Source: an optimization exercise on an open RTL-to-GDS flow (aim: small area). Production flows keep margins and buffers that such runs may drop. The RTL was checked by simulation tests, not by an equivalence proof against the original design. Power figures rest on the tool's default switching activity, not on a simulated workload.

File: design/flow/config.mk
export PLATFORM = sky130hd
export DESIGN_NAME = twms
export DESIGN_NICKNAME = twms
export VERILOG_FILES = /design/flow/design.v
export SDC_FILE = /design/flow/constraint.sdc
export NUM_CORES = 4
export LEC_CHECK = 0
export ABC_AREA = 1
export CAP_MARGIN = 20
export CORE_MARGIN = 2
export CORE_UTILIZATION = 40
export PLACE_DENSITY = 0.6
export SLEW_MARGIN = 20
File: design/flow/constraint.sdc
create_clock -name core_clock -period 10.0 [get_ports {clk}]
set_input_delay 2.0000 -clock core_clock [delete_from_list [all_inputs] [get_ports {clk}]]
set_output_delay 2.0000 -clock core_clock [all_outputs]
set_load 0.01 [all_outputs]
File: design/flow/design.v
module twms_decode (
  input  logic [1:0]  port,        
  input  logic [31:0] w,           
  input  logic        halted,
  input  logic [1:0]  avail,       
  output logic [16:0] op,          
  output logic [2:0]  reason       
);
  logic z27_26, z25_24, z23_22, z21_8, z7, z6_5, z4_3, z2_0;
  assign z27_26 = (w[27:26] == 2'b0);
  assign z25_24 = (w[25:24] == 2'b0);
  assign z23_22 = (w[23:22] == 2'b0);
  assign z21_8  = (w[21:8]  == 14'b0);
  assign z7     = ~w[7];
  assign z6_5   = (w[6:5]   == 2'b0);
  assign z4_3   = (w[4:3]   == 2'b0);
  assign z2_0   = (w[2:0]   == 3'b0);
  logic z23_8, z7_0, z23_3, z27_3;
  assign z23_8 = z23_22 & z21_8;
  assign z7_0  = z7 & z6_5 & z4_3 & z2_0;
  assign z23_3 = z23_8 & z7 & z6_5 & z4_3;
  assign z27_3 = z27_26 & z25_24 & z23_3;
  logic host, env, sev;
  assign host = (port == 2'd0);
  assign env  = (port == 2'd1);
  assign sev  = (port == 2'd2);
  logic [15:0] n;    
  always_comb begin
    for (int i = 0; i < 16; i++) n[i] = (w[31:28] == i[3:0]);
  end
  logic bus_bad, cnt_bad, lvl_bad;
  assign bus_bad = w[27];
  assign cnt_bad = (w[9:7] == 3'd0) || (w[9] && (w[8] || w[7]));
  assign lvl_bad = w[2] && (w[1] || w[0]);
  assign op[0]  = n[1];
  assign op[1]  = n[2];
  assign op[2]  = n[3];
  assign op[3]  = n[4];
  assign op[4]  = n[5];
  assign op[5]  = n[6];
  assign op[6]  = n[7];
  assign op[7]  = n[8];
  assign op[8]  = n[9];
  assign op[9]  = n[10];
  assign op[10] = n[11];
  assign op[11] = n[12];
  assign op[12] = n[13] & z25_24;
  assign op[13] = n[13] & (w[25:24] == 2'd1);
  assign op[14] = n[13] & (w[25:24] == 2'd2);
  assign op[15] = n[14] & (w[27:24] == 4'd0);
  assign op[16] = n[14] & (w[27:24] == 4'd1);
  logic rx_sev, rx_raise;
  assign rx_sev   = (w[25:24] == 2'd1);
  assign rx_raise = (w[23:22] == 2'd1);
  logic ok_form, in_range, busy;
  assign ok_form =
      (op[0]  & host & z6_5) |
      ((op[1] | op[3]) & host & z25_24 & z23_8 & z7_0) |
      (op[2]  & host & z23_8) |
      ((op[4] | op[5]) & host & z27_26 & z25_24 & z23_8 & z7 & z6_5) |
      ((op[6] | op[9] | op[10]) & host & z27_3 & z2_0) |
      ((op[7] | op[8]) & host & z27_3) |
      (op[11] & sev & z23_8 & (w[25:24] != 2'd3) & (rx_sev | z7_0)) |
      (op[12] & env & z21_8 & (w[23:22] != 2'd3) & (rx_raise | z7_0)) |
      (op[13] & host & z23_3) |
      (op[14] & host & z23_3 & z2_0) |
      (op[15] & host & z23_3 & z2_0) |
      (op[16] & env  & z23_3 & z2_0);
  assign in_range = ~(((op[0] | op[1] | op[2] | op[3] | op[11] | op[12] | op[13] | op[14]) & bus_bad) |
                      (op[0] & cnt_bad) |
                      ((op[7] | op[8]) & lvl_bad));
  assign busy = (op[0] | op[2]) & ~avail[w[26]];
  always_comb begin
    if (halted && !(host && w == 32'hE000_0000))
      reason = 3'd4;         
    else if (!ok_form)
      reason = 3'd1;         
    else if (!in_range)
      reason = 3'd2;         
    else if (busy)
      reason = 3'd3;         
    else
      reason = 3'd0;
  end
endmodule
module twms (
  input  logic        clk,
  input  logic        rst,           
  input  logic        cmd_valid,
  input  logic [1:0]  cmd_port,      
  input  logic [31:0] cmd_word,
  output logic        rsp_valid,
  output logic        rsp_ok,
  output logic [31:0] rsp_data,
  output logic [1:0]  bo0_cnt,       
  output logic [10:0] bo0_act0,
  output logic [10:0] bo0_act1,
  output logic [1:0]  bo1_cnt,       
  output logic [10:0] bo1_act0,
  output logic [10:0] bo1_act1,
  output logic        sleep_valid,   
  output logic [2:0]  sleep_level,
  output logic        pwr_asleep,    
  output logic [2:0]  pwr_level,
  output logic        halt,          
  output logic [2:0]  fcode,
  output logic [7:0]  finfo
);
  localparam logic [2:0] R_ZERO = 3'd0, R_XSTAT = 3'd1, R_BUFRD = 3'd2, R_EVPEND = 3'd3,
                         R_CDA = 3'd4, R_SLEEP = 3'd5, R_IRQSTAT = 3'd6, R_FSTAT = 3'd7;
  logic [1:0][2:0]  state_q;
  logic [1:0]       mode_q;
  logic [1:0][6:0]  paddr_q;
  logic [1:0][7:0]  raddr_q;
  logic [1:0][1:0]  rem_q;         
  logic [1:0][31:0] buf_q;
  logic [1:0][4:0]  evid_q;
  logic [1:0][2:0]  if_q;
  logic [1:0][2:0]  ien_q;
  logic [1:0][7:0]  rxdata_q;
  logic [31:0]      ev_q;
  logic [4:0][2:0]  vote_q;
  logic [1:0]       fcode_q;
  logic [5:0]       finfo_q;
  logic             asleep_q;
  logic [2:0]       plevel_q;
  logic             rsp_valid_q;
  logic [3:0]       rsp_code_q;
  logic             step_bus_q;
  logic             emit_q;
  logic halt_q;
  assign halt_q = fcode_q[1] | fcode_q[0];
  logic [1:0] avail;
  assign avail[0] = (state_q[0] == 3'd0);
  assign avail[1] = (state_q[1] == 3'd0);
  logic [16:0] op;
  logic [2:0]  reason;
  twms_decode u_decode (
    .port   (cmd_port),
    .w      (cmd_word),
    .halted (halt_q),
    .avail  (avail),
    .op     (op),
    .reason (reason)
  );
  logic ex;    
  assign ex = cmd_valid & (reason == 3'd0);
  logic [4:0] nz;
  logic [2:0] cda;
  always_comb begin
    for (int l = 0; l < 5; l++) nz[l] = (vote_q[l] != 3'd0);
    if (nz[0])      cda = 3'd0;
    else if (nz[1]) cda = 3'd1;
    else if (nz[2]) cda = 3'd2;
    else if (nz[3]) cda = 3'd3;
    else            cda = 3'd4;
  end
  logic [2:0] pend0, pend1, pend;
  logic       dlv_bus;
  logic [1:0] dlv_kind;
  logic       dlv;
  assign pend0    = if_q[0] & ien_q[0];
  assign pend1    = if_q[1] & ien_q[1];
  assign dlv_bus  = (pend0 == 3'b0);
  assign pend     = dlv_bus ? pend1 : pend0;
  assign dlv_kind = pend[0] ? 2'd0 : (pend[1] ? 2'd1 : 2'd2);
  assign dlv      = ~cmd_valid & ~halt_q & ((pend0 | pend1) != 3'b0);
  logic       b;           
  logic [1:0] k;           
  logic       sub;         
  logic [7:0] wd;          
  assign b   = cmd_valid ? cmd_word[26] : dlv_bus;
  assign k   = cmd_valid ? cmd_word[25:24] : dlv_kind;
  assign sub = (ex & op[11]) | dlv;
  assign wd  = cmd_valid ? cmd_word[7:0] : rxdata_q[dlv_bus];
  logic [2:0] st, st_ext;
  logic [1:0] rem_b;       
  logic       last;        
  assign st      = state_q[b];
  assign st_ext  = (st == 3'd7) ? 3'd4 : st;
  assign rem_b   = rem_q[b];
  assign last    = (rem_b == 2'd1);
  logic h_addr, h_reg, h_rst, h_rx, h_wr, h_stop, h_ok;
  assign h_addr = (st == 3'd1) & (k == 2'd0);
  assign h_reg  = (st == 3'd2) & (k == 2'd0);
  assign h_rst  = (st == 3'd3) & (k == 2'd0);
  assign h_rx   = ((st == 3'd3) | (st == 3'd5)) & (k == 2'd1);
  assign h_wr   = ((st == 3'd4) | (st == 3'd7)) & (k == 2'd0);
  assign h_stop = (st == 3'd6) & (k == 2'd2);
  assign h_ok   = h_addr | h_reg | h_rst | h_rx | h_wr | h_stop;
  logic       v_inc, v_dec;
  logic [2:0] lvl, vsel, vnew;
  logic       v_fatal;
  assign v_inc   = ex & (op[0] | op[7]);
  assign v_dec   = (ex & op[8]) | (sub & h_stop);
  assign lvl     = (cmd_valid & (cmd_word[31:29] == 3'b100)) ? cmd_word[2:0] : 3'd2;
  always_comb begin
    case (lvl)
      3'd0:    vsel = vote_q[0];
      3'd1:    vsel = vote_q[1];
      3'd2:    vsel = vote_q[2];
      3'd3:    vsel = vote_q[3];
      default: vsel = vote_q[4];
    endcase
  end
  assign vnew = v_inc ? {vsel[1], vsel[0], ~vsel[2]} : {~vsel[0], vsel[2], vsel[1]};
  assign v_fatal = (v_inc & vsel[2] & ~vsel[1]) | (v_dec & ~vsel[2] & ~vsel[0]);   
  logic fatal;
  assign fatal = v_fatal | (sub & ~h_ok);
  logic [1:0] fcode_new;
  logic [5:0] finfo_new;
  assign fcode_new = (sub & ~h_ok) ? 2'd1 : (v_inc ? 2'd3 : 2'd2);
  assign finfo_new = (sub & ~h_ok) ? {b, st_ext, k} : {3'b0, lvl};
  logic [2:0] st_new;
  always_comb begin
    if (ex & op[0])  st_new = 3'd1;
    else if (h_addr) st_new = mode_q[b] ? 3'd2 : 3'd7;
    else if (h_reg)  st_new = 3'd3;
    else if (h_rst)  st_new = 3'd5;
    else if (h_rx)   st_new = last ? 3'd6 : 3'd5;
    else if (h_wr)   st_new = last ? 3'd6 : 3'd4;
    else             st_new = 3'd0;
  end
  logic st_we, rem_we, xs, bw;
  logic [1:0] lane;
  assign xs     = ex & op[0];
  assign st_we  = xs | sub;
  assign rem_we = xs | (sub & (k[0] | (st[2] & ~k[1])));
  assign bw     = (ex & op[2]) | (sub & h_rx);
  assign lane   = (cmd_valid & ~cmd_word[31]) ? cmd_word[25:24] : rem_b - 2'd1;
  logic       ev_we, ev_val;
  logic [4:0] ev_idx;
  assign ev_we  = (ex & (op[4] | op[5])) | (sub & h_stop);
  assign ev_idx = (cmd_valid & ~cmd_word[31]) ? cmd_word[4:0] : evid_q[b];
  assign ev_val = (cmd_valid & ~cmd_word[31]) ? cmd_word[28] : 1'b1;
  logic [3:0] rsp_code;
  always_comb begin
    if (reason != 3'd0)  rsp_code = {1'b0, reason};
    else if (fatal)      rsp_code = 4'd5;
    else if (op[1])      rsp_code = {1'b1, R_XSTAT};
    else if (op[3])      rsp_code = {1'b1, R_BUFRD};
    else if (op[6])      rsp_code = {1'b1, R_EVPEND};
    else if (op[9])      rsp_code = {1'b1, R_CDA};
    else if (op[10])     rsp_code = {1'b1, R_SLEEP};
    else if (op[14])     rsp_code = {1'b1, R_IRQSTAT};
    else if (op[15])     rsp_code = {1'b1, R_FSTAT};
    else                 rsp_code = {1'b1, R_ZERO};
  end
  logic emit;
  assign emit = ~fatal & (xs | (sub & (h_addr | h_reg | h_rx | h_wr)));
  logic [7:0] wdr;
  logic       evr;
  assign wdr = wd & {8{~rst}};
  assign evr = ev_val & ~rst;
  always_ff @(posedge clk) begin
    for (int x = 0; x < 2; x++) begin
      for (int l = 0; l < 4; l++)
        if (rst | (bw & (b == x[0]) & (lane == l[1:0]))) buf_q[x][8*l +: 8] <= wdr;
      if (rst | (ex & op[12] & (b == x[0]) & (cmd_word[23:22] == 2'd1))) rxdata_q[x] <= wdr;
    end
    for (int i = 0; i < 32; i++)
      if (rst | (ev_we & (ev_idx == i[4:0]))) ev_q[i] <= evr;
  end
  logic [1:0] rem_in;
  assign rem_in = xs ? cmd_word[8:7] : {rem_b[1] ~^ rem_b[0], ~rem_b[0]};
  always_ff @(posedge clk) begin
    for (int x = 0; x < 2; x++) begin
      if (rst | (st_we & (b == x[0])))      state_q[x] <= st_new & {3{~rst}};
      if (rst | (xs & (b == x[0])))         mode_q[x]  <= cmd_word[25] & ~rst;
      if (rst | (ex & op[13] & (b == x[0]))) ien_q[x]  <= cmd_word[2:0] | {3{rst}};
      for (int f = 0; f < 3; f++)
        if (rst | (ex & op[12] & (b == x[0]) & (cmd_word[23:22] == f[1:0])) |
            (dlv & (dlv_bus == x[0]) & (dlv_kind == f[1:0])))
          if_q[x][f] <= ~rst & cmd_valid;
    end
    for (int l = 0; l < 5; l++)
      if (rst | ((v_inc | v_dec) & (lvl == l[2:0]))) vote_q[l] <= vnew & {3{~rst}};
    if (rst | fatal) begin
      fcode_q <= fcode_new & {2{~rst}};
      finfo_q <= finfo_new & {6{~rst}};
    end
    if (rst | (ex & (op[10] | op[16])) | sub) asleep_q <= ~rst & ex & op[10];
    rsp_valid_q <= ~rst & cmd_valid;
    emit_q      <= ~rst & emit;
  end
  always_ff @(posedge clk) begin
    for (int x = 0; x < 2; x++)
      if ((xs | (sub & (st[2] | (st[1] & st[0])))) & (b == x[0]))
        paddr_q[x] <= cmd_word[24:18] & {7{cmd_valid & ~cmd_word[31]}};
    if (rem_we) rem_q[b] <= rem_in;
    if (xs) begin
      raddr_q[b] <= cmd_word[17:10];
      evid_q[b]  <= cmd_word[4:0];
    end
    if (ex & op[10]) plevel_q <= cda;
    rsp_code_q <= rsp_code;
    step_bus_q <= b;
  end
  logic [2:0] so;         
  logic [2:0] so_ext;
  logic [31:0] bsel;
  logic [7:0]  lane_o;
  assign so     = state_q[step_bus_q];
  assign so_ext = (so == 3'd7) ? 3'd4 : so;
  assign bsel   = buf_q[step_bus_q];
  logic [1:0] ro;
  assign ro = rem_q[step_bus_q];
  always_comb begin
    case (ro)
      2'd0:    lane_o = bsel[7:0];
      2'd1:    lane_o = bsel[15:8];
      2'd2:    lane_o = bsel[23:16];
      default: lane_o = bsel[31:24];
    endcase
  end
  logic [2:0] rem_x;
  assign rem_x = ((so == 3'd0) | (so == 3'd6)) ? 3'd0 : {ro == 2'd0, ro};
  logic ok;
  logic [2:0] kind;
  assign ok   = rsp_code_q[3];
  assign kind = rsp_code_q[2:0];
  logic s_rs, s_xs, s_bu, s_ev, s_cd, s_iq, s_fs;
  assign s_rs = ~ok;
  assign s_xs = ok & (kind == R_XSTAT);
  assign s_bu = ok & (kind == R_BUFRD);
  assign s_ev = ok & (kind == R_EVPEND);
  assign s_cd = ok & ((kind == R_CDA) | (kind == R_SLEEP));
  assign s_iq = ok & (kind == R_IRQSTAT);
  assign s_fs = ok & (kind == R_FSTAT);
  assign rsp_data = ({32{s_bu}} & bsel) | ({32{s_ev}} & ev_q) |
                    ({32{s_rs}} & {29'b0, kind}) |
                    ({32{s_xs}} & {24'b0, mode_q[step_bus_q], rem_x, so_ext, so == 3'd0}) |
                    ({32{s_cd}} & {29'b0, cda}) |
                    ({32{s_iq}} & {16'b0, rxdata_q[step_bus_q], 2'b0, ien_q[step_bus_q], if_q[step_bus_q]}) |
                    ({32{s_fs}} & {16'b0, 2'b0, finfo_q, 4'b0, 1'b0, fcode_q, halt_q});
  assign rsp_valid = rsp_valid_q;
  assign rsp_ok    = ok;
  logic [1:0]  cnt;
  logic [10:0] a0;
  assign cnt[1] = emit_q & ((so == 3'd1) | (so == 3'd3) | (so == 3'd6));
  assign cnt[0] = emit_q & ~cnt[1];
  always_comb begin
    case (so)
      3'd1, 3'd3: a0 = 11'h000;                                     
      3'd2, 3'd7: a0 = {3'b100, raddr_q[step_bus_q]};                
      3'd5:       a0 = 11'h200;                                     
      3'd6:       a0 = mode_q[step_bus_q] ? 11'h300 : {3'b100, lane_o};  
      default:    a0 = {3'b100, lane_o};                            
    endcase
  end
  assign bo0_cnt  = step_bus_q ? 2'b0 : cnt;
  assign bo1_cnt  = step_bus_q ? cnt : 2'b0;
  assign bo0_act0 = a0;
  assign bo1_act0 = a0;
  assign bo0_act1 = {~so[2], 1'b0, so[2], paddr_q[0], so[1] & so[0]};
  assign bo1_act1 = {~so[2], 1'b0, so[2], paddr_q[1], so[1] & so[0]};
  assign sleep_valid = rsp_valid_q & ok & (kind == R_SLEEP);
  assign sleep_level = plevel_q;
  assign pwr_asleep  = asleep_q;
  assign pwr_level   = plevel_q;
  assign halt        = halt_q;
  assign fcode       = {1'b0, fcode_q};
  assign finfo       = {2'b0, finfo_q};
endmodule
File: design/flow/flow/run.sh
#!/bin/bash
# The standard layout (standard.sh) with two changes: the port buffers are
# the smallest buffer (buf_1), and the clock tree uses clkbuf_8 buffers with
# clusters of at most 14 sinks and no dummy loads.
set -euo pipefail
bash standard.sh \
  "BUFFER_PORTS_ARGS=-buffer_cell sky130_fd_sc_hd__buf_1" \
  "CTS_ARGS=-sink_clustering_enable -repair_clock_nets -dont_use_dummy_load -buf_list sky130_fd_sc_hd__clkbuf_8 -root_buf sky130_fd_sc_hd__clkbuf_8 -sink_clustering_size 14 -sink_clustering_max_diameter 60" \
  finish > standard.log 2>&1
File: design/flow/standard.sh
#!/bin/bash
# synth_recipe.tcl (not shown) runs the flow's synth.tcl, then flattens the netlist and writes it again
# the make line also repeats each setting of config.mk as NAME=value (left out here)
make -C /OpenROAD-flow-scripts/flow DESIGN_CONFIG=/design/flow/config.mk WORK_HOME=/design/flow/orfs CLKGATE_MAP_FILE= SYNTH_SCRIPT=/design/flow/synth_recipe.tcl "${@:-finish}"
==> metrics.md, run 1 <==
| Metric | Value |
|---|---|
| Status | `finished clean` |
| Rel. slew slack | `23.36%` |
| Max-slew violation total from the final report | `0` |
| Post-CTS setup repair buffer count | `0` |
| CTS Buffer Depth | `3` |
| Tot GR Track Use | `23.64%` |
| Final instance area | `11660 sq um` |
| Asr flop ratio synth | `0%` |
| Synthesized area | `10670 sq um` |
| CTS Root Cell | `clkbuf_8` |
| Commonest non-fill, non-tap cell in the layout | `nand2_1` |
| CP endpoint kind | `output pin` |
| Number of antenna diodes | `0` |
| Routed Wire Length | `33450 microns` |
| Setup violators final | `0` |
| MaxCap Viol Count | `0` |
| Die Height | `167.3 microns` |
| Flops & latches, synth | `210` |
| Worst-Skew Late Latency | `0.54 ns` |
| Main synth FF type | `edfxtp_1` |
| RSZ-0062 raised after global routing | `false` |
| Detailed-route via count | `8693` |
| DPL Wire Length | `25770 microns` |
| Most frequent cells in the layout | `345 x nand2_1, 203 x edfxtp_1, 133 x buf_1` |
| TNS Setup | `0 ns` |
| IO Count | `139` |
| CTS Sinks | `210` |
| Final period utilization | `55.37%` |
| Hold Fails Final Rpt | `0` |
| CP max stage cell | `buf_4` |
| Initial antenna violation count | `0` |
| Critical path launch point type | `flop` |
| Post-CTS Hold Buffers | `0` |
| Initial Util | `40.83%` |
| R2r startpoint | `if_q[1]` |
| Post-DR wirelength/cell | `20.83 microns` |
| F_max | `180.6 MHz` |
| Post-Synthesis Cells | `1160` |
| Core area | `26130 sq um` |
| CTS tree | `yes` |
| Worst Path Required | `8.00 ns` |
| Seq/Total Area, Yosys | `58.45%` |
| VDD IR max | `0.00009703 V` |
| Clock transition at path regs | `0.08 ns` |
| Total Power | `1829 uW` |
| Final core utilization | `44.63%` |
| Dominant cell type by area after synthesis | `edfxtp_1` |
| Clock Skew | `0.03441 ns` |
| Slew @ Worst Pin | `1.150 ns` |
| Area Growth Syn to Fin | `9.311%` |
| Worst reg2reg endpoint | `finfo_q[2]` |
| Worst hold path type | `reg2reg` |
| PortBufs | `133` |
| GP Congestion | `0.9556` |
| Layout cells sized above 1 | `5.193%` |
| CTS Buf Count | `21` |
| Die width | `167.3 microns` |
| Yosys warning count | `2` |
| Number of global-route vias before repair | `8351` |
| H-tree depth | `1` |
| Post-CTS sizing | `0` |
| Filler cells | `2636` |
| Reg2Reg Setup Slack | `6.25 ns` |
| Fin nets | `1311` |
| Syn Area/Cell | `9.197 sq um` |
| Critical-path cell list | `buf_4 -> nand2_1 -> o21ai_1 -> nand2_1 -> o21ai_1 -> inv_1 -> a21oi_1 -> a31o_2 -> buf_1` |
| Vias/cell | `5.413` |
| Number of synthesized flops with an enable pin | `203` |
| DRT Pass-1 Iters | `24` |
| CP Class | `reg2out` |
| Drt initial violations | `959` |
| Worst r2r path cells | `17` |
| Yosys top cell area share | `57.14%` |
| Die Area | `27990 sq um` |
| First-pass GRT wire length | `49780 microns` |
| Yosys cell types | `51` |
| # DRC | `0` |
| Synth top area cells | `edfxtp_1 57%, nand2_1 12%, o21ai_0 5.3%` |
| Register area | `6237 sq um` |
| Critical path origin | `step_bus_q` |
| Arr. time, crit path | `3.54 ns` |
| Leakage | `0.004589 uW` |
| Worst path max stage delay | `0.62 ns` |
| CP max FO | `71` |
| Largest net degree at the start of global routing | `72` |
| Placed Area | `11370 sq um` |
| Worst setup path end | `bo0_act0[6]` |
| Total grt overflow | `0` |
| Post-route ant nets | `0` |
| Final min period | `5.537 ns` |
| Multi-input gate area | `3643 sq um` |
| Floorplan row count | `59` |
| Power Density | `156.8 nW/um^2` |
| Hold_ws | `0.7235 ns` |
[Yosys cell counts (3+ instances only)]
cell and n:
o21ai_1 24, o22ai_1 4, edfxtp_1 203, buf_1 5
o211ai_1 7, buf_4 22, nor2_2 3, a31oi_1 5
o21bai_1 7, nand2_2 4, a31o_2 3, dfxtp_1 7
inv_1 121, a21oi_1 26, nor2_1 94, mux2i_1 7
clkbuf_1 29, nor3_1 8, nand3_1 36, a22oi_1 3
nand2_1 345, o221ai_1 4, a221oi_1 5, o2111ai_1 8
nand2_4 4, o21ai_0 112, nand4_1 20, nand3_2 3
inv_2 6, a22o_1 10
[worst max-delay path, delay by kind of cell, from the launching register on]
kind,cells,cell delay (ns)
flops,1,0.37
compound gates,4,1.32
simple gates,2,0.34
buf+inv,3,0.97
[metal layers]
metal | share of wire (%) | global-route usage, % | vias up
li1 | - | - | 4147
met1 | 40 | 30.95 | 4038
met2 | 46 | 38.28 | 426
met3 | 7.8 | 3.522 | 82
met4 | 5.4 | 12.40 | 0
met5 | 0 | 0 | -
[cells by family (layout without fill, tap and decap cells)]
| family | count (synthesis) | after routing | share of synthesized area [%] |
|---|---|---|---|
| other cells | 1 | 5 | 0.03515 |
| xor+xnor | 1 | 1 | 0.08211 |
| flops | 210 | 210 | 58.45 |
| simple gates | 526 | 526 | 20.53 |
| mux | 7 | 7 | 0.6568 |
| fa+ha+maj | 1 | 1 | 0.1173 |
| compound gates | 226 | 226 | 12.56 |
| buf+inv | 188 | 295 | 7.564 |
[final cells by class]
type / instances / share of cell area, %
inverters: 129 / 4.173
repair buffers: 145 / 5.032
clock buffers: 21 / 2.478
flip-flops and latches: 210 / 53.48
well taps: 335 / 3.594
multi-input cells: 766 / 31.24
[how the worst min path moves through the flow]
stage / startpoint / end / slack (ns) / cells after the start
after floorplan: vote_q[0] / plevel_q[2] / 0.65 / 3
after global placement: vote_q[6] / plevel_q[2] / 0.72 / 3
after detailed placement: vote_q[6] / plevel_q[2] / 0.72 / 3
after CTS: vote_q[6] / plevel_q[2] / 0.71 / 3
after global routing: vote_q[6] / plevel_q[2] / 0.75 / 3
final: vote_q[6] / plevel_q[2] / 0.72 / 3
[report_power, final]
part | switching [uW] | total, uW | internal, uW
Clock | 274 | 461 | 187
Sequential | 23.6 | 1050 | 1030
Combinational | 238 | 314 | 76.0
Total | 535 | 1830 | 1290
[through the flow]
step | setup slack [ns] | std cells
after floorplan | 5.337 | 1164
after global placement | 4.454 | 1584
after detailed placement | 4.434 | 1584
after CTS | 4.413 | 1605
after global routing | 4.287 | 1606
final | 4.463 | 1606
==> inputs of run 2 (changes only) <==
==> design/flow/flow/run.sh (replaced) <==
#!/bin/bash
# The standard layout (standard.sh) with two changes: the port buffers are
# the smallest buffer (buf_1), and the clock tree uses clkbuf_8 buffers with
# clusters of at most 14 sinks and no dummy loads.
set -euo pipefail
bash standard.sh \
  "BUFFER_PORTS_ARGS=-buffer_cell sky130_fd_sc_hd__buf_1" \
  "CTS_ARGS=-sink_clustering_enable -repair_clock_nets -dont_use_dummy_load -buf_list sky130_fd_sc_hd__clkbuf_8 -root_buf sky130_fd_sc_hd__clkbuf_8 -sink_clustering_size 17 -sink_clustering_max_diameter 50" \
  finish > standard.log 2>&1
--- a/design/flow/config.mk
+++ b/design/flow/config.mk
@@ -10,4 +10,4 @@
 export CORE_MARGIN = 2
-export CORE_UTILIZATION = 40
-export PLACE_DENSITY = 0.6
+export CORE_UTILIZATION = 45
+export PLACE_DENSITY = 0.65
 export SLEW_MARGIN = 20
==> metrics.md, run 2 <==
| Metric | Value |
|---|---|
| CTS Sinks | `210 (unchanged)` |
| Yosys warning count | `2 (unchanged)` |
| Reg2Reg Setup Slack | `5.96 ns (was 6.25 ns)` |
| Max-slew violation total from the final report | `0 (unchanged)` |
| Die width | `158.0 microns (was 167.3 microns)` |
| Worst hold path type | `reg2reg (unchanged)` |
| Clock Skew | `0.04031 ns (was 0.03441 ns)` |
| Asr flop ratio synth | `0% (unchanged)` |
| Hold depth | `3 (unchanged)` |
| CTS tree | `yes (unchanged)` |
| Initial antenna violation count | `0 (unchanged)` |
| Arr. time, crit path | `3.84 ns (was 3.54 ns)` |
| Dpl ws | `4.089 ns (was 4.434 ns)` |
| Worst Hold Launch | `vote_q[6] (unchanged)` |
| Seq/Total Area, Yosys | `58.45% (unchanged)` |
| Sw Ratio | `28.92% (was 29.28%)` |
| Worst r2r path cells | `11 (was 17)` |
| Clock power frac | `25.7% (was 25.2%)` |
| Flop pwr share | `57.6% (about the same)` |
| Vias/cell | `5.514 (was 5.413)` |
| Commonest non-fill, non-tap cell in the layout | `nand2_1 (unchanged)` |
| CTS Buf Count | `22 (was 21)` |
| Dominant cell type by area after synthesis | `edfxtp_1 (unchanged)` |
| Post-CTS setup repair buffer count | `0 (unchanged)` |
| Number of synthesized flops with an enable pin | `203 (unchanged)` |
| Setup ws final | `4.158 ns (was 4.463 ns)` |
| Most frequent cells in the layout | `345 x nand2_1, 203 x edfxtp_1, 133 x buf_1 (unchanged)` |
| Syn Area/Cell | `9.197 sq um (unchanged)` |
| CTS Buffer Depth | `3 (unchanged)` |
| Final instance area | `11650 sq um (was 11660 sq um)` |
| CP max FO | `56 (was 71)` |
| Post-Synthesis Cells | `1160 (unchanged)` |
| Hold Fails Final Rpt | `0 (unchanged)` |
| CTS Root Cell | `clkbuf_8 (unchanged)` |
| Floorplan row count | `56 (was 59)` |
| Placed Area | `11330 sq um (was 11370 sq um)` |
| Post-CTS sizing | `0 (unchanged)` |
| Die Height | `158.0 microns (was 167.3 microns)` |
| IO Count | `139 (unchanged)` |
| Die Area | `24960 sq um (was 27990 sq um)` |
| Total grt overflow | `0 (unchanged)` |
| Hold_ws | `0.7338 ns (was 0.7235 ns)` |
| F_max | `171.2 MHz (was 180.6 MHz)` |
| Status | `finished clean (unchanged)` |
| Routed Wire Length | `32100 microns (was 33450 microns)` |
| # DRC | `0 (unchanged)` |
| Post-synth top cells | `345 x nand2_1, 203 x edfxtp_1, 121 x inv_1 (unchanged)` |
| Final core utilization | `49.76% (was 44.63%)` |
| Drt initial violations | `920 (was 959)` |
| Yosys top cell area share | `57.14% (unchanged)` |
| Post-CTS Hold Buffers | `0 (unchanged)` |
| Mux cell area share after synthesis | `0.6567% (unchanged)` |
| Post-route ant nets | `0 (unchanged)` |
| Post-synthesis compound-gate area fraction | `12.56% (unchanged)` |
| TNS Setup | `0 ns (unchanged)` |
| Initial Util | `45.59% (was 40.83%)` |
| Number of antenna diodes | `0 (unchanged)` |
| Post-Synth Simple-Gate Area | `20.53% (unchanged)` |
| Worst reg2reg endpoint | `buf_q[41] (was finfo_q[2])` |
| Tot GR Track Use | `25.78% (was 23.64%)` |
| Main synth FF type | `edfxtp_1 (unchanged)` |
| Worst-Skew Late Latency | `0.55 ns (was 0.54 ns)` |
| Filler cells | `2294 (was 2636)` |
| H-tree depth | `1 (unchanged)` |
| RSZ-0062 raised after global routing | `false (unchanged)` |
| Area Growth Syn to Fin | `9.159% (was 9.311%)` |
| Layout cells sized above 1 | `5.276% (was 5.193%)` |
| Fin nets | `1310 (was 1311)` |
| CP Class | `reg2out (unchanged)` |
| PortBufs | `133 (unchanged)` |
| CP endpoint kind | `output pin (unchanged)` |
| VDD IR max | `0.00009035 V (was 0.00009703 V)` |
| Clock transition at path regs | `0.08 ns (about the same)` |
| Leakage | `0.004585 uW (was 0.004589 uW)` |
| Main combinational cell family by area after synthesis | `simple AND/OR/NAND/NOR gates (unchanged)` |
| Slew @ Worst Pin | `1.075 ns (was 1.150 ns)` |
| Flops & latches, synth | `210 (unchanged)` |
| Post-Synth XOR/XNOR Area | `0.08209% (unchanged)` |
| R2r startpoint | `ien_q[0] (was if_q[1])` |
| DRT Pass-1 Iters | `7 (was 24)` |
| Most numerous cell in the Yosys netlist | `nand2_1 (unchanged)` |
| Critical path launch point type | `flop (unchanged)` |
| Detailed-route via count | `8762 (was 8693)` |
| MaxCap Viol Count | `0 (unchanged)` |
| Net Switching | `529.6 uW (was 535.5 uW)` |
| GP Congestion | `0.9560 (was 0.9556)` |
| Power Density | `157.2 nW/um^2 (was 156.8 nW/um^2)` |
| Final min period | `5.842 ns (was 5.537 ns)` |
| Largest net degree at the start of global routing | `69 (was 72)` |
| Rel. slew slack | `28.10% (was 23.36%)` |
| Synth top area cells | `edfxtp_1 57%, nand2_1 12%, o21ai_0 5.3% (unchanged)` |
| Number of global-route vias before repair | `8117 (was 8351)` |
| Final period utilization | `58.42% (was 55.37%)` |
| Setup violators final | `0 (unchanged)` |
| Synthesized area | `10670 sq um (unchanged)` |
| Core area | `23400 sq um (was 26130 sq um)` |
| Adder-Cell Fraction of Synth Area | `0.1173% (unchanged)` |
| Min-Delay Endpoint | `plevel_q[2] (unchanged)` |
| First-pass GRT wire length | `47660 microns (was 49780 microns)` |
| Gate power share | `16.7% (was 17.2%)` |
| Post-DR wirelength/cell | `20.20 microns (was 20.83 microns)` |
| Int Power | `1301 uW (was 1294 uW)` |
| Worst Path Required | `8.00 ns (about the same)` |
| Yosys cell types | `51 (unchanged)` |
| DPL Wire Length | `24560 microns (was 25770 microns)` |
-- run 2: final cells by class --
class	count	area, sq um	share of cell area, %
Sequential cell	210	6237	53.56
Clock buffer	22	302.8	2.600
Tap cell	319	399.1	3.427
Multi-Input combinational cell	766	3649	31.33
Timing Repair Buffer	143	571.8	4.910
Inverter	129	486.7	4.179
-- run 2: per-stage QoR --
stage / total power, uW / std cells
global placement: 1373 / 1566
CTS: 1830 / 1588
detailed placement: 1375 / 1566
global route: 1904 / 1589
floorplan: 1270 / 1164
finish: 1831 / 1589
-- run 2: logic make-up (layout without fill, tap and decap cells) --
group | count (synthesis) | count (layout)
multiplexers | 7 | 7
other | 1 | 5
AND/OR/NAND/NOR | 526 | 526
XOR/XNOR | 1 | 1
buffers and inverters | 188 | 294
adder cells (fa/ha/maj) | 1 | 1
AO/OA/AOI/OAI | 226 | 226
flip-flops | 210 | 210
-- run 2: worst max path at each step --
| stage | from | end | slack [ns] | depth (start not counted) |
|---|---|---|---|---|
| after global routing | step_bus_q | bo1_act0[7] | 3.88 | 9 |
| after detailed placement | cmd_valid | buf_q[42] | 4.09 | 12 |
| after global placement | cmd_valid | buf_q[42] | 4.13 | 12 |
| after floorplan | cmd_word[26] | buf_q[0] | 5.34 | 11 |
| final | step_bus_q | bo1_act0[7] | 4.16 | 9 |
| after CTS | step_bus_q | bo0_act0[7] | 4.19 | 9 |
-- run 2: critical path, stage by stage, from the launching register on --
cell and delay (ns):
dfxtp_2 0.57, buf_4 0.60, clkinv_1 0.71, buf_4 0.46, nand2_1 0.09, nand2_1 0.09
a22o_1 0.23, a221oi_1 0.24, o21ai_0 0.15, buf_1 0.15
-- run 2: power by group through the flow --
stage / clock network (uW) / logic [uW] / registers [uW]
after CTS: 473 / 303 / 1050
after floorplan: 0 / 206 / 1060
after detailed placement: 0 / 302 / 1070
after global placement: 0 / 300 / 1070
after global routing: 505 / 339 / 1060
final: 470 / 306 / 1050
-- run 2: metal layers --
layer  vias up  track usage, %  wire (microns)
li1       4135               -               -
met1      4087           33.76           13030
met2       444           43.13           15220
met3        96           3.887            2555
met4         0           10.38            1296
met5         -               0               0
==> inputs of run 3 (changes only) <==
--- a/design/flow/config.mk
+++ b/design/flow/config.mk
@@ -10,4 +10,4 @@
 export CORE_MARGIN = 2
-export CORE_UTILIZATION = 45
-export PLACE_DENSITY = 0.65
+export CORE_UTILIZATION = 65
+export PLACE_DENSITY = 0.8
 export SLEW_MARGIN = 20
==> metrics.md, run 3 <==
| Metric | Value |
|---|---|
| Yosys warning count | `2 (unchanged)` |
| Area Growth Syn to Fin | `7.623% (was 9.159%)` |
| Synthesized area | `10670 sq um (unchanged)` |
| Total Power | `1804 uW (was 1831 uW)` |
| Main synth FF type | `edfxtp_1 (unchanged)` |
| Int Power | `1285 uW (was 1301 uW)` |
| Number of antenna diodes | `0 (unchanged)` |
| Die Area | `17450 sq um (was 24960 sq um)` |
| Die Height | `132.1 microns (was 158.0 microns)` |
| Most numerous cell in the Yosys netlist | `nand2_1 (unchanged)` |
| GP Congestion | `1.059 (was 0.9560)` |
| RSZ-0062 raised after global routing | `false (unchanged)` |
| Net Switching | `519.3 uW (was 529.6 uW)` |
| TNS Setup | `0 ns (unchanged)` |
| Worst r2r path cells | `14 (was 11)` |
| Worst path max stage delay | `0.69 ns (was 0.71 ns)` |
| Tot GR Track Use | `34.87% (was 25.78%)` |
| Post-Synthesis Cells | `1160 (unchanged)` |
| Leakage | `0.004566 uW (was 0.004585 uW)` |
| Largest net degree at the start of global routing | `75 (was 69)` |
| Clock Skew | `0.05371 ns (was 0.04031 ns)` |
| Dominant cell type by area after synthesis | `edfxtp_1 (unchanged)` |
| VDD IR max | `0.0001279 V (was 0.00009035 V)` |
| Detailed-route via count | `8981 (was 8762)` |
| Syn Area/Cell | `9.197 sq um (unchanged)` |
| Synth top area cells | `edfxtp_1 57%, nand2_1 12%, o21ai_0 5.3% (unchanged)` |
| Post-CTS Hold Buffers | `0 (unchanged)` |
| Layout cells sized above 1 | `5.051% (was 5.276%)` |
| CTS tree | `yes (unchanged)` |
| Setup violators final | `0 (unchanged)` |
| Routed Wire Length | `30820 microns (was 32100 microns)` |
| Initial antenna violation count | `0 (unchanged)` |
| Flops & latches, synth | `210 (unchanged)` |
| CTS Root Cell | `clkbuf_8 (unchanged)` |
| CP Class | `reg2out (unchanged)` |
| Drt initial violations | `1145 (was 920)` |
| Commonest non-fill, non-tap cell in the layout | `nand2_1 (unchanged)` |
| Most frequent CP cell | `inv_1` |
| Flop pwr share | `58.4% (was 57.6%)` |
| Placed Cells | `1462 (was 1566)` |
| Post-route ant nets | `0 (unchanged)` |
| Clock power frac | `24.6% (was 25.7%)` |
| Final Non-Filler Cells | `1483 (was 1589)` |
| Power Density | `157.1 nW/um^2 (was 157.2 nW/um^2)` |
| Hold depth | `3 (unchanged)` |
| CTS Buf Count | `20 (was 22)` |
| Vias/cell | `6.056 (was 5.514)` |
| Yosys top cell area share | `57.14% (unchanged)` |
| Most frequent cells in the layout | `345 x nand2_1, 203 x edfxtp_1, 133 x buf_1 (unchanged)` |
| First-pass GRT wire length | `46400 microns (was 47660 microns)` |
| Number of global-route vias before repair | `8467 (was 8117)` |
| Critical path launch point type | `flop (unchanged)` |
| Post-CTS sizing | `0 (unchanged)` |
| Critical-path cell list | `buf_4 -> o21ai_0 -> inv_1 -> nor2_1 -> nand2_1 -> o21ai_1 -> inv_1 -> a21oi_1 -> a31o_2 -> buf_1 (was buf_4 -> clkinv_1 -> buf_4 -> nand2_1 -> nand2_1 -> a22o_1 -> a221oi_1 -> o21ai_0 -> buf_1)` |
| DRT Pass-1 Iters | `6 (was 7)` |
| CP max stage cell | `o21ai_0 (was clkinv_1)` |
| Post-CTS setup repair buffer count | `0 (unchanged)` |
| Floorplan row count | `46 (was 56)` |
| Final period utilization | `55.53% (was 58.42%)` |
| Total grt overflow | `0 (unchanged)` |
| # DRC | `0 (unchanged)` |
| Worst-Skew Late Latency | `0.53 ns (was 0.55 ns)` |
| Gate power share | `17.0% (was 16.7%)` |
| H-tree depth | `1 (unchanged)` |
| PortBufs | `133 (unchanged)` |
| Seq/Total Area, Yosys | `58.45% (unchanged)` |
| Final min period | `5.553 ns (was 5.842 ns)` |
| Die width | `132.1 microns (was 158.0 microns)` |
| Rel. slew slack | `23.56% (was 28.10%)` |
| Worst hold path type | `reg2reg (unchanged)` |
| CP endpoint kind | `output pin (unchanged)` |
| CTS Buffer Depth | `3 (unchanged)` |
| CTS Sinks | `210 (unchanged)` |
| Final instance area | `11480 sq um (was 11650 sq um)` |
| Clock transition at path regs | `0.10 ns (was 0.08 ns)` |
| Fin nets | `1307 (was 1310)` |
| Worst Path Required | `8.00 ns (about the same)` |
| Yosys cell types | `51 (unchanged)` |
| Sw Ratio | `28.78% (was 28.92%)` |
| Status | `finished clean (unchanged)` |
| Max-slew violation total from the final report | `0 (unchanged)` |
| Post-synth top cells | `345 x nand2_1, 203 x edfxtp_1, 121 x inv_1 (unchanged)` |
| Arr. time, crit path | `3.55 ns (was 3.84 ns)` |
| Asr flop ratio synth | `0% (unchanged)` |
| Initial Util | `66.92% (was 45.59%)` |
| CP max FO | `74 (was 56)` |
| Hold Fails Final Rpt | `0 (unchanged)` |
| Core area | `15940 sq um (was 23400 sq um)` |
| Number of synthesized flops with an enable pin | `203 (unchanged)` |
| Post-DR wirelength/cell | `20.78 microns (was 20.20 microns)` |
| DPL Wire Length | `23080 microns (was 24560 microns)` |
| IO Count | `139 (unchanged)` |
| Slew @ Worst Pin | `1.135 ns (was 1.075 ns)` |
| MaxCap Viol Count | `0 (unchanged)` |
| F_max | `180.1 MHz (was 171.2 MHz)` |
| Placed Area | `11200 sq um (was 11330 sq um)` |
-- run 3: power by group through the flow --
| stage | registers (uW) | clock network (uW) | logic, uW |
|---|---|---|---|
| floorplan | 1060 | 0 | 206 |
| CTS | 1050 | 444 | 299 |
| detailed placement | 1070 | 0 | 298 |
| global placement | 1070 | 0 | 292 |
| global route | 1060 | 471 | 334 |
| finish | 1050 | 443 | 307 |
-- run 3: worst max-delay path: cells and delay by family (launching register included) --
kind	cells	cell delay (ns)
simple gates	2	0.35
flops	1	0.33
buf+inv	4	0.88
compound gates	4	1.46
-- run 3: cells by family after synthesis --
logic type | synth area share, %
and+or+nand+nor | 20.53
muxes | 0.6568
xor gates and xnor gates | 0.08211
other | 0.03515
adders and majority gates | 0.1173
AOI/OAI and AO/OA | 12.56
buffers and inverters | 7.564
DFF | 58.45
-- run 3: final timing paths --
kind	startpoint	to	slack, ns
worst max register to register	ien_q[0]	buf_q[4]	6.19
worst min-delay path	vote_q[6]	plevel_q[2]	0.75
worst max-delay path	step_bus_q	bo0_act0[6]	4.45
worst min register to register	vote_q[6]	plevel_q[2]	0.75
-- run 3: per-stage QoR --
stage	hold slack [ns]	setup slack, ns	utilization [%]
after floorplan	0.6505	5.337	-
after global placement	0.6984	4.228	70.23
after detailed placement	0.7068	4.051	70.23
after CTS	0.7396	4.521	71.96
after global routing	0.7699	4.184	72.02
final	0.7472	4.447	72.02
-- run 3: cell type report --
class                           instances  area (sq um)
Sequential cell                       210          6237
Fill cell                            1235          4461
Multi-Input combinational cell        766          3649
Timing Repair Buffer                  142         564.3
Inverter                              129         486.7
Clock buffer                           20         275.3
Tap cell                              216         270.3
-- run 3: per-layer routing --
metal,share of wire [%],up-vias,track usage (%),routed length [microns]
met5,0,-,0,0
met4,6.4,0,19.81,1977
met3,9.8,126,5.152,3020
met2,47,573,56.86,14430
met1,37,4155,45.08,11390
li1,-,4127,-,-
==> inputs of run 4 (changes only) <==
==> design/flow/flow/run.sh (replaced) <==
#!/bin/bash
# The standard layout (standard.sh) with two changes: the port buffers are
# the smallest buffer (buf_1), and the clock tree uses clkbuf_8 buffers with
# clusters of at most 14 sinks and no dummy loads.
set -euo pipefail
bash standard.sh \
  "BUFFER_PORTS_ARGS=-buffer_cell sky130_fd_sc_hd__buf_1" \
  "CTS_ARGS=-sink_clustering_enable -repair_clock_nets -dont_use_dummy_load -buf_list sky130_fd_sc_hd__clkbuf_16 -root_buf sky130_fd_sc_hd__clkbuf_8 -sink_clustering_size 26 -sink_clustering_max_diameter 70" \
  finish > standard.log 2>&1
--- a/design/flow/config.mk
+++ b/design/flow/config.mk
@@ -10,4 +10,4 @@
 export CORE_MARGIN = 2
-export CORE_UTILIZATION = 65
-export PLACE_DENSITY = 0.8
+export CORE_UTILIZATION = 45
+export PLACE_DENSITY = 0.65
 export SLEW_MARGIN = 20
==> metrics.md, run 4 <==
| Metric | Value |
|---|---|
| Worst Path Required | `8.00 ns (about the same)` |
| Post-CTS setup repair buffer count | `0 (unchanged)` |
| DRT Pass-1 Iters | `5 (was 6)` |
| Hold_ws | `0.7094 ns (was 0.7472 ns)` |
| Largest net degree at the start of global routing | `69 (was 75)` |
| Flop pwr share | `56.5% (was 58.4%)` |
| Setup ws final | `4.125 ns (was 4.447 ns)` |
| Yosys top cell area share | `57.14% (unchanged)` |
| Status | `finished clean (unchanged)` |
| CP max FO | `56 (was 74)` |
| TNS Setup | `0 ns (unchanged)` |
| F_max | `170.2 MHz (was 180.1 MHz)` |
| Syn Area/Cell | `9.197 sq um (unchanged)` |
| Leakage | `0.004597 uW (was 0.004566 uW)` |
| Number of global-route vias before repair | `8087 (was 8467)` |
| Post-route ant nets | `0 (unchanged)` |
| Bufs and invs on worst path | `4 (unchanged)` |
| Int Power | `1344 uW (was 1285 uW)` |
| Die Height | `158.0 microns (was 132.1 microns)` |
| Detailed-route via count | `8734 (was 8981)` |
| Post-Synthesis Cells | `1160 (unchanged)` |
| Clock Skew | `0.09413 ns (was 0.05371 ns)` |
| Worst-Skew Late Latency | `0.56 ns (was 0.53 ns)` |
| Crit path max-delay family | `buffers and inverters (was compound AO/OA/AOI/OAI gates)` |
| CP endpoint kind | `output pin (unchanged)` |
| Final min period | `5.875 ns (was 5.553 ns)` |
| H-tree depth | `1 (unchanged)` |
| Synth top area cells | `edfxtp_1 57%, nand2_1 12%, o21ai_0 5.3% (unchanged)` |
| Sw Ratio | `28.02% (was 28.78%)` |
| CTS Buf Count | `15 (was 20)` |
| Routed Wire Length | `32030 microns (was 30820 microns)` |
| Rel. slew slack | `27.68% (was 23.56%)` |
| First-pass GRT wire length | `47490 microns (was 46400 microns)` |
| DPL Wire Length | `24560 microns (was 23080 microns)` |
| Initial antenna violation count | `0 (unchanged)` |
| Setup violators final | `0 (unchanged)` |
| Clock power frac | `27.2% (was 24.6%)` |
| Total Power | `1867 uW (was 1804 uW)` |
| Worst path max stage delay | `0.71 ns (was 0.69 ns)` |
| CP Class | `reg2out (unchanged)` |
| MaxCap Viol Count | `0 (unchanged)` |
| Gate power share | `16.4% (was 17.0%)` |
| Arr. time, crit path | `3.88 ns (was 3.55 ns)` |
| Asr flop ratio synth | `0% (unchanged)` |
| RSZ-0062 raised after global routing | `false (unchanged)` |
| CTS tree | `yes (unchanged)` |
| Most numerous cell in the Yosys netlist | `nand2_1 (unchanged)` |
| Post-CTS sizing | `0 (unchanged)` |
| CTS Buffer Depth | `3 (unchanged)` |
| CTS Root Cell | `clkbuf_8 (unchanged)` |
| Worst hold path type | `reg2reg (unchanged)` |
| Hold Fails Final Rpt | `0 (unchanged)` |
| Drt initial violations | `965 (was 1145)` |
| Yosys cell types | `51 (unchanged)` |
| Area Growth Syn to Fin | `9.523% (was 7.623%)` |
| Number of synthesized flops with an enable pin | `203 (unchanged)` |
| Seq/Total Area, Yosys | `58.45% (unchanged)` |
| Main synth FF type | `edfxtp_1 (unchanged)` |
| Fin nets | `1303 (was 1307)` |
| Die width | `158.0 microns (was 132.1 microns)` |
| Die Area | `24960 sq um (was 17450 sq um)` |
| Initial Util | `45.59% (was 66.92%)` |
| Commonest non-fill, non-tap cell in the layout | `nand2_1 (unchanged)` |
| Flops & latches, synth | `210 (unchanged)` |
| Final period utilization | `58.75% (was 55.53%)` |
| Dpl ws | `4.089 ns (was 4.051 ns)` |
| Final core utilization | `49.93% (was 72.02%)` |
| Tot GR Track Use | `25.63% (was 34.87%)` |
| # DRC | `0 (unchanged)` |
| Most frequent cells in the layout | `345 x nand2_1, 203 x edfxtp_1, 133 x buf_1 (unchanged)` |
| Post-DR wirelength/cell | `20.25 microns (was 20.78 microns)` |
| Slew @ Worst Pin | `1.081 ns (was 1.135 ns)` |
| Max-slew violation total from the final report | `0 (unchanged)` |
| VDD IR max | `0.0001382 V (was 0.0001279 V)` |
| Floorplan row count | `56 (was 46)` |
| Yosys warning count | `2 (unchanged)` |
| Core area | `23400 sq um (was 15940 sq um)` |
| Number of antenna diodes | `0 (unchanged)` |
| Post-CTS Hold Buffers | `0 (unchanged)` |
| Net Switching | `523.2 uW (was 519.3 uW)` |
| IO Count | `139 (unchanged)` |
| Total grt overflow | `0 (unchanged)` |
| CP max stage cell | `clkinv_1 (was o21ai_0)` |
| Vias/cell | `5.521 (was 6.056)` |
| Post-synth top cells | `345 x nand2_1, 203 x edfxtp_1, 121 x inv_1 (unchanged)` |
| Critical-path cell list | `buf_4 -> clkinv_1 -> buf_4 -> nand2_1 -> nand2_1 -> a22o_1 -> a221oi_1 -> o21ai_0 -> buf_1 (was buf_4 -> o21ai_0 -> inv_1 -> nor2_1 -> nand2_1 -> o21ai_1 -> inv_1 -> a21oi_1 -> a31o_2 -> buf_1)` |
| Power Density | `159.8 nW/um^2 (was 157.1 nW/um^2)` |
| Layout cells sized above 1 | `4.751% (was 5.051%)` |
| CTS Sinks | `210 (unchanged)` |
| Dominant cell type by area after synthesis | `edfxtp_1 (unchanged)` |
| Clock transition at path regs | `0.10 ns (about the same)` |
| Critical path launch point type | `flop (unchanged)` |
| PortBufs | `133 (unchanged)` |
| Synthesized area | `10670 sq um (unchanged)` |
| GP Congestion | `0.9560 (was 1.059)` |
run 4: cell counts after synthesis:
Identical to the previous run, type by type.
run 4: worst paths after layout:
kind,end,slack [ns],from,cells past startpoint
worst max-delay path,bo1_act0[7],4.12,step_bus_q,9
worst min-delay path,plevel_q[2],0.71,vote_q[6],3
worst max register to register,buf_q[45],5.98,ien_q[0],11
worst min register to register,plevel_q[2],0.71,vote_q[6],3
run 4: worst min-delay path, stage by stage, from the launching register on:
cell,delay (ns)
edfxtp_1,0.34
nor3_1,0.07
inv_1,0.07
nor3_1,0.07
run 4: logic make-up (layout without fill, tap and decap cells):
kind of cell | after synthesis | after routing | synth area share [%]
multiplexers | 7 | 7 | 0.6568
buffers and inverters | 188 | 287 | 7.564
AND/OR/NAND/NOR | 526 | 526 | 20.53
adder cells (fa/ha/maj) | 1 | 1 | 0.1173
XOR/XNOR | 1 | 1 | 0.08211
flip-flops | 210 | 210 | 58.45
other | 1 | 5 | 0.03515
AO/OA/AOI/OAI | 226 | 226 | 12.56
run 4: metal layers:
layer  GRT usage [%]  vias up  routed length [microns]  share of wire, %
met2           42.51      416                    15140                47
met5               0        -                        0                 0
met1           33.55     4101                    12870                40
met3           3.860       94                     2542               7.9
li1                -     4123                        -                 -
met4           11.15        0                     1485               4.6
run 4: through the flow:
stage / instance area [sq um] / std cells
after CTS: 11670 / 1581
after global placement: 11330 / 1566
after global routing: 11690 / 1582
after detailed placement: 11330 / 1566
after floorplan: 10680 / 1164
final: 11690 / 1582
run 4: area by class of cell:
| cell class | instances | area, sq um |
|---|---|---|
| clock buffers | 15 | 341.6 |
| fillers | 2282 | 11720 |
| inverters | 129 | 486.7 |
| multi-input cells | 766 | 3649 |
| flip-flops and latches | 210 | 6237 |
| well taps | 319 | 399.1 |
| repair buffers | 143 | 571.8 |
run 4: power by group through the flow:
stage          registers (uW)  clock network [uW]  logic [uW]
5_1_grt                  1060                 542         340
2_1_floorplan            1060                   0         206
3_3_place_gp             1070                   0         300
4_1_cts                  1050                 514         302
3_5_place_dp             1070                   0         302
6_report                 1050                 508         305
==> inputs of run 5 (changes only) <==
==> design/flow/flow/run.sh (replaced) <==
#!/bin/bash
# The standard layout (standard.sh) with two changes: the port buffers are
# the smallest buffer (buf_1), and the clock tree uses clkbuf_8 buffers with
# clusters of at most 14 sinks and no dummy loads.
set -euo pipefail
bash standard.sh \
  "BUFFER_PORTS_ARGS=-buffer_cell sky130_fd_sc_hd__buf_1" \
  "CTS_ARGS=-sink_clustering_enable -repair_clock_nets -dont_use_dummy_load -buf_list sky130_fd_sc_hd__clkbuf_8 -root_buf sky130_fd_sc_hd__clkbuf_8 -sink_clustering_size 20 -sink_clustering_max_diameter 100" \
  finish > standard.log 2>&1
==> metrics.md, run 5 <==
| Metric | Value |
|---|---|
| Status | `finished clean (unchanged)` |
| Worst-Skew Late Latency | `0.51 ns (was 0.56 ns)` |
| Bufs and invs on worst path | `4 (unchanged)` |
| Yosys cell types | `51 (unchanged)` |
| Dominant cell type by area after synthesis | `edfxtp_1 (unchanged)` |
| Number of synthesized flops with an enable pin | `203 (unchanged)` |
| Arr. time, crit path | `3.79 ns (was 3.88 ns)` |
| F_max | `172.7 MHz (was 170.2 MHz)` |
| CP max FO | `56 (unchanged)` |
| Critical-path cell list | `buf_4 -> clkinv_1 -> buf_4 -> nand2_1 -> nand2_1 -> a22o_1 -> a221oi_1 -> o21ai_0 -> buf_1 (unchanged)` |
| Crit path depth | `9 (unchanged)` |
| CTS Sinks | `210 (unchanged)` |
| VDD IR max | `0.0001257 V (was 0.0001382 V)` |
| Max-slew violation total from the final report | `0 (unchanged)` |
| Post-Synthesis Cells | `1160 (unchanged)` |
| Setup violators final | `0 (unchanged)` |
| RSZ-0062 raised after global routing | `false (unchanged)` |
| DPL Wire Length | `24560 microns (unchanged)` |
| GP Congestion | `0.9560 (unchanged)` |
| Multi-input gate area | `3649 sq um (unchanged)` |
| Rel. slew slack | `27.10% (was 27.68%)` |
| MaxCap Viol Count | `0 (unchanged)` |
| Area Growth Syn to Fin | `8.127% (was 9.523%)` |
| Leakage | `0.004528 uW (was 0.004597 uW)` |
| Commonest non-fill, non-tap cell in the layout | `nand2_1 (unchanged)` |
| CTS Root Cell | `clkbuf_8 (unchanged)` |
| Floorplan row count | `56 (unchanged)` |
| Initial antenna violation count | `0 (unchanged)` |
| Post-CTS sizing | `0 (unchanged)` |
| Yosys top cell area share | `57.14% (unchanged)` |
| Layout cells sized above 1 | `4.675% (was 4.751%)` |
| Die Height | `158.0 microns (unchanged)` |
| Post-synth top cells | `345 x nand2_1, 203 x edfxtp_1, 121 x inv_1 (unchanged)` |
| CTS Buf Count | `14 (was 15)` |
| Seq/Total Area, Yosys | `58.45% (unchanged)` |
| H-tree depth | `1 (unchanged)` |
| Post-DR wirelength/cell | `20.23 microns (was 20.25 microns)` |
| Core area | `23400 sq um (unchanged)` |
| Hold Fails Final Rpt | `0 (unchanged)` |
| Main synth FF type | `edfxtp_1 (unchanged)` |
| Drt initial violations | `1011 (was 965)` |
| Initial Util | `45.59% (unchanged)` |
| CTS Buffer Depth | `3 (unchanged)` |
| Tot GR Track Use | `25.67% (was 25.63%)` |
| PortBufs | `133 (unchanged)` |
| Post-CTS Hold Buffers | `0 (unchanged)` |
| Slew @ Worst Pin | `1.089 ns (was 1.081 ns)` |
| Setup ws final | `4.209 ns (was 4.125 ns)` |
| Total grt overflow | `0 (unchanged)` |
| Worst r2r path cells | `11 (unchanged)` |
| Worst Path Required | `8.00 ns (about the same)` |
| Total Power | `1741 uW (was 1867 uW)` |
| Power Density | `150.9 nW/um^2 (was 159.8 nW/um^2)` |
| Clock Skew | `0.04651 ns (was 0.09413 ns)` |
| Most numerous cell in the Yosys netlist | `nand2_1 (unchanged)` |
| TNS Setup | `0 ns (unchanged)` |
| Critical path launch point type | `flop (unchanged)` |
| Hold_ws | `0.7358 ns (was 0.7094 ns)` |
| Post-CTS setup repair buffer count | `0 (unchanged)` |
| Asr flop ratio synth | `0% (unchanged)` |
| Filler cells | `2300 (was 2282)` |
| Crit path max-delay family | `buffers and inverters (unchanged)` |
| Vias/cell | `5.493 (was 5.521)` |
| Register area | `6237 sq um (unchanged)` |
| Worst hold path type | `reg2reg (unchanged)` |
| Fin nets | `1302 (was 1303)` |
| Die Area | `24960 sq um (unchanged)` |
| Yosys warning count | `2 (unchanged)` |
| Synth top area cells | `edfxtp_1 57%, nand2_1 12%, o21ai_0 5.3% (unchanged)` |
| Detailed-route via count | `8684 (was 8734)` |
| Post-route ant nets | `0 (unchanged)` |
| Dpl ws | `4.089 ns (unchanged)` |
| Number of antenna diodes | `0 (unchanged)` |
| Die width | `158.0 microns (unchanged)` |
| Number of global-route vias before repair | `8063 (was 8087)` |
| Clock transition at path regs | `0.12 ns (was 0.10 ns)` |
| Syn Area/Cell | `9.197 sq um (unchanged)` |
| Synthesized area | `10670 sq um (unchanged)` |
| Routed Wire Length | `31990 microns (was 32030 microns)` |
| Final min period | `5.791 ns (was 5.875 ns)` |
| CTS tree | `yes (unchanged)` |
| CP Class | `reg2out (unchanged)` |
| Worst path max stage delay | `0.72 ns (was 0.71 ns)` |
| Final period utilization | `57.91% (was 58.75%)` |
| CP endpoint kind | `output pin (unchanged)` |
| CP max stage cell | `clkinv_1 (unchanged)` |
| First-pass GRT wire length | `47580 microns (was 47490 microns)` |
| # DRC | `0 (unchanged)` |
| DRT Pass-1 Iters | `6 (was 5)` |
| Flops & latches, synth | `210 (unchanged)` |
| IO Count | `139 (unchanged)` |
| Most frequent cells in the layout | `345 x nand2_1, 203 x edfxtp_1, 133 x buf_1 (unchanged)` |
| Largest net degree at the start of global routing | `69 (unchanged)` |
| Hold depth | `3 (unchanged)` |
run 5: changes by cell type in the layout (fill, tap and decap cells not counted), sizes merged:
cell / before / now
clkbuf: 15 / 14
run 5: final timing paths:
kind                 endpoint  startpoint  slack [ns]
hold reg to reg   plevel_q[2]   vote_q[6]        0.74
setup / recovery  bo1_act0[7]  step_bus_q        4.21
hold / removal    plevel_q[2]   vote_q[6]        0.74
setup reg to reg    buf_q[45]     if_q[1]        5.97
run 5: through the flow:
stage | std cells | area, sq um | utilization, %
after floorplan | 1164 | 10680 | -
after global placement | 1566 | 11330 | 48.43
after detailed placement | 1566 | 11330 | 48.43
after CTS | 1580 | 11530 | 49.25
after global routing | 1581 | 11540 | 49.29
final | 1581 | 11540 | 49.29
run 5: per-layer routing:
| layer | track usage [%] | vias up | part of all wire (%) |
|---|---|---|---|
| li1 | - | 4119 | - |
| met1 | 33.88 | 4079 | 41 |
| met2 | 43.00 | 410 | 48 |
| met3 | 3.285 | 76 | 6.8 |
| met4 | 10.51 | 0 | 4.1 |
| met5 | 0 | - | 0 |
run 5: worst reg2reg max path: stages, from the launching register on:
cell and delay (ns):
edfxtp_1 0.43, nand2_1 0.14, nand3_2 0.24, a21boi_2 0.86
o21ai_0 0.36, nor2_1 0.22, nor2_1 0.08, nor2_1 0.08
nand2_1 0.09, o22ai_1 0.27, nand2_1 0.18, o21ai_1 0.67
run 5: layout make-up:
cell class                      count  share of cell area (%)
Multi-Input combinational cell    766                   31.63
Inverter                          129                   4.219
Clock buffer                       14                   1.670
Sequential cell                   210                   54.07
Timing Repair Buffer              143                   4.957
Tap cell                          319                   3.460
run 5: cell families (layout without fill, tap and decap cells):
logic type	Yosys count	in the layout	share of synthesized area (%)
simple gates	526	526	20.53
compound gates	226	226	12.56
flops	210	210	58.45
buf+inv	188	286	7.564
mux	7	7	0.6568
fa+ha+maj	1	1	0.1173
other cells	1	5	0.03515
xor+xnor	1	1	0.08211
run 5: power by group:
part	leakage (uW)	switching [uW]	total (uW)	internal, uW
registers	0.00206	23.9	1050	1030
clock network	0.000101	254	382	128
logic	0.00236	231	306	75.2
==> inputs of run 6 (changes only) <==
--- a/design/flow/config.mk
+++ b/design/flow/config.mk
@@ -10,4 +10,4 @@
 export CORE_MARGIN = 2
-export CORE_UTILIZATION = 45
-export PLACE_DENSITY = 0.65
+export CORE_UTILIZATION = 65
+export PLACE_DENSITY = 0.8
 export SLEW_MARGIN = 20
==> metrics.md, run 6 <==
| Metric | Value |
|---|---|
| Post-CTS sizing | `0 (unchanged)` |
| Floorplan row count | `46 (was 56)` |
| Dpl ws | `4.051 ns (was 4.089 ns)` |
| RSZ-0062 raised after global routing | `false (unchanged)` |
| Syn Area/Cell | `9.197 sq um (unchanged)` |
| CP max FO | `74 (was 56)` |
| DPL Wire Length | `23080 microns (was 24560 microns)` |
| Total grt overflow | `0 (unchanged)` |
| DRT Pass-1 Iters | `5 (was 6)` |
| Crit path max-delay family | `compound AO/OA/AOI/OAI gates (was buffers and inverters)` |
| VDD IR max | `0.0001010 V (was 0.0001257 V)` |
| CP max stage cell | `o21ai_0 (was clkinv_1)` |
| # DRC | `0 (unchanged)` |
| GP Congestion | `1.059 (was 0.9560)` |
| Post-CTS Hold Buffers | `0 (unchanged)` |
| TNS Setup | `0 ns (unchanged)` |
| Multi-input gate area | `3649 sq um (unchanged)` |
| Critical path launch point type | `flop (unchanged)` |
| IO Count | `139 (unchanged)` |
| Yosys top cell area share | `57.14% (unchanged)` |
| CP Class | `reg2out (unchanged)` |
| Leakage | `0.004523 uW (was 0.004528 uW)` |
| Arr. time, crit path | `3.54 ns (was 3.79 ns)` |
| Hold Fails Final Rpt | `0 (unchanged)` |
| Slew @ Worst Pin | `1.060 ns (was 1.089 ns)` |
| Most numerous cell in the Yosys netlist | `nand2_1 (unchanged)` |
| MaxCap Viol Count | `0 (unchanged)` |
| Hold_ws | `0.7243 ns (was 0.7358 ns)` |
| Detailed-route via count | `8967 (was 8684)` |
| CTS Buf Count | `14 (unchanged)` |
| Filler cells | `1238 (was 2300)` |
| Worst Path Required | `8.00 ns (about the same)` |
| Yosys cell types | `51 (unchanged)` |
| Post-CTS setup repair buffer count | `0 (unchanged)` |
| Area Growth Syn to Fin | `6.849% (was 8.127%)` |
| Initial antenna violation count | `0 (unchanged)` |
| Number of antenna diodes | `0 (unchanged)` |
| Max-slew violation total from the final report | `0 (unchanged)` |
| Core area | `15940 sq um (was 23400 sq um)` |
| Yosys warning count | `2 (unchanged)` |
| Rel. slew slack | `28.61% (was 27.10%)` |
| PortBufs | `133 (unchanged)` |
| Worst path max stage delay | `0.69 ns (was 0.72 ns)` |
| Register area | `6237 sq um (unchanged)` |
| Initial Util | `66.92% (was 45.59%)` |
| Fin nets | `1301 (was 1302)` |
| Die Area | `17450 sq um (was 24960 sq um)` |
| Setup ws final | `4.459 ns (was 4.209 ns)` |
| Bufs and invs on worst path | `4 (unchanged)` |
| Clock Skew | `0.05448 ns (was 0.04651 ns)` |
| Synthesized area | `10670 sq um (unchanged)` |
| Commonest non-fill, non-tap cell in the layout | `nand2_1 (unchanged)` |
| Vias/cell | `6.071 (was 5.493)` |
| Post-Synthesis Cells | `1160 (unchanged)` |
| Number of global-route vias before repair | `8467 (was 8063)` |
| Asr flop ratio synth | `0% (unchanged)` |
| Die width | `132.1 microns (was 158.0 microns)` |
| Post-synth top cells | `345 x nand2_1, 203 x edfxtp_1, 121 x inv_1 (unchanged)` |
| Clock transition at path regs | `0.11 ns (was 0.12 ns)` |
| Worst-Skew Late Latency | `0.51 ns (about the same)` |
| Die Height | `132.1 microns (was 158.0 microns)` |
| Final Non-Filler Cells | `1477 (was 1581)` |
| CTS Sinks | `210 (unchanged)` |
| Placed Cells | `1462 (was 1566)` |
| Layout cells sized above 1 | `4.600% (was 4.675%)` |
| CTS Root Cell | `clkbuf_8 (unchanged)` |
| Worst hold path type | `reg2reg (unchanged)` |
| CTS tree | `yes (unchanged)` |
| Number of synthesized flops with an enable pin | `203 (unchanged)` |
| CTS Buffer Depth | `3 (unchanged)` |
| Final period utilization | `55.41% (was 57.91%)` |
| Flops & latches, synth | `210 (unchanged)` |
| Most frequent cells in the layout | `345 x nand2_1, 203 x edfxtp_1, 133 x buf_1 (unchanged)` |
| Drt initial violations | `1104 (was 1011)` |
| Post-route ant nets | `0 (unchanged)` |
| Dominant cell type by area after synthesis | `edfxtp_1 (unchanged)` |
| CP endpoint kind | `output pin (unchanged)` |
| Main synth FF type | `edfxtp_1 (unchanged)` |
| Critical-path cell list | `buf_4 -> o21ai_0 -> inv_1 -> nor2_1 -> nand2_1 -> o21ai_1 -> inv_1 -> a21oi_1 -> a31o_2 -> buf_1 (was buf_4 -> clkinv_1 -> buf_4 -> nand2_1 -> nand2_1 -> a22o_1 -> a221oi_1 -> o21ai_0 -> buf_1)` |
| Post-DR wirelength/cell | `20.86 microns (was 20.23 microns)` |
| Power Density | `152.6 nW/um^2 (was 150.9 nW/um^2)` |
| Final min period | `5.541 ns (was 5.791 ns)` |
| Tot GR Track Use | `35.06% (was 25.67%)` |
| Routed Wire Length | `30810 microns (was 31990 microns)` |
| Synth top area cells | `edfxtp_1 57%, nand2_1 12%, o21ai_0 5.3% (unchanged)` |
| Most frequent CP cell | `inv_1` |
| Status | `finished clean (unchanged)` |
| F_max | `180.5 MHz (was 172.7 MHz)` |
| H-tree depth | `1 (unchanged)` |
| Largest net degree at the start of global routing | `75 (was 69)` |
| Seq/Total Area, Yosys | `58.45% (unchanged)` |
| Setup violators final | `0 (unchanged)` |
| First-pass GRT wire length | `46690 microns (was 47580 microns)` |
run 6: cell type report:
class	count	share of cell area, %
sequential	210	54.71
multi-input combinational	766	32.01
timing repair buffer	142	4.950
inverter	129	4.270
tap	216	2.371
clock buffer	14	1.690
run 6: metal layers:
| metal | vias up | track usage [%] | part of all wire [%] |
|---|---|---|---|
| met3 | 118 | 4.460 | 9.1 |
| met2 | 552 | 57.73 | 47 |
| met4 | 0 | 19.81 | 5.9 |
| met5 | - | 0 | 0 |
| li1 | 4115 | - | - |
| met1 | 4182 | 45.34 | 37 |
run 6: cells by family after synthesis:
kind of cell / Yosys count / share of synthesized area (%)
simple gates: 526 / 20.53
compound gates: 226 / 12.56
flops: 210 / 58.45
buf+inv: 188 / 7.564
mux: 7 / 0.6568
fa+ha+maj: 1 / 0.1173
other cells: 1 / 0.03515
xor+xnor: 1 / 0.08211
run 6: path summary, 6_finish.rpt:
path | start | end | slack, ns | cells past startpoint
max | step_bus_q | bo0_act0[6] | 4.46 | 10
min | vote_q[6] | plevel_q[2] | 0.72 | 3
max reg2reg | if_q[1] | buf_q[6] | 6.27 | 12
min reg2reg | vote_q[6] | plevel_q[2] | 0.72 | 3
run 6: per-stage QoR:
stage	power, uW	instance area [sq um]	utilization, %
final	1739	11400	71.50
after global routing	1796	11400	71.50
after CTS	1732	11390	71.44
after detailed placement	1370	11200	70.23
after global placement	1363	11200	70.23
after floorplan	1270	10680	-
run 6: tightest hold or removal path, cell delays in order, from the launching register on:
cell and delay (ns):
edfxtp_1 0.36, nor3_1 0.07, inv_1 0.07, nor3_1 0.07
run 6: report_power, final:
part / switching, uW / internal, uW
clock: 250 / 128
combinational: 232 / 75.6
sequential: 24.0 / 1030

==> afterwards: timing with drivers on the ports <==
No port has a modelled driver above. Below, the same layouts with a new extraction and two added sets of constraints.
Step 1, drivers: a clkbuf_16 drives clk and a buf_2 each remaining input, both assumed.
Step 2, shift: input delay + t, output delay - t, t = (earliest + latest rising clock arrival at the registers) / 2. This alone moves slack from input paths to output paths.
Three values: ideal ports, drivers, drivers and shift; two values: the first two.
| run | shift t [ns] | setup WS [ns] |
|---|---|---|
| run 1 | 0.562 | 4.463 / 4.423 / 4.528 |
| run 2 | 0.572 | 4.158 / 4.113 / 4.279 |
| run 3 | 0.543 | 4.447 / 4.406 / 3.929 |
| run 4 | 0.552 | 4.125 / 4.081 / 4.293 |
| run 5 | 0.526 | 4.209 / 4.168 / 4.302 |
| run 6 | 0.525 | 4.459 / 4.418 / 4.060 |
After both steps every run listed still meets setup and hold.
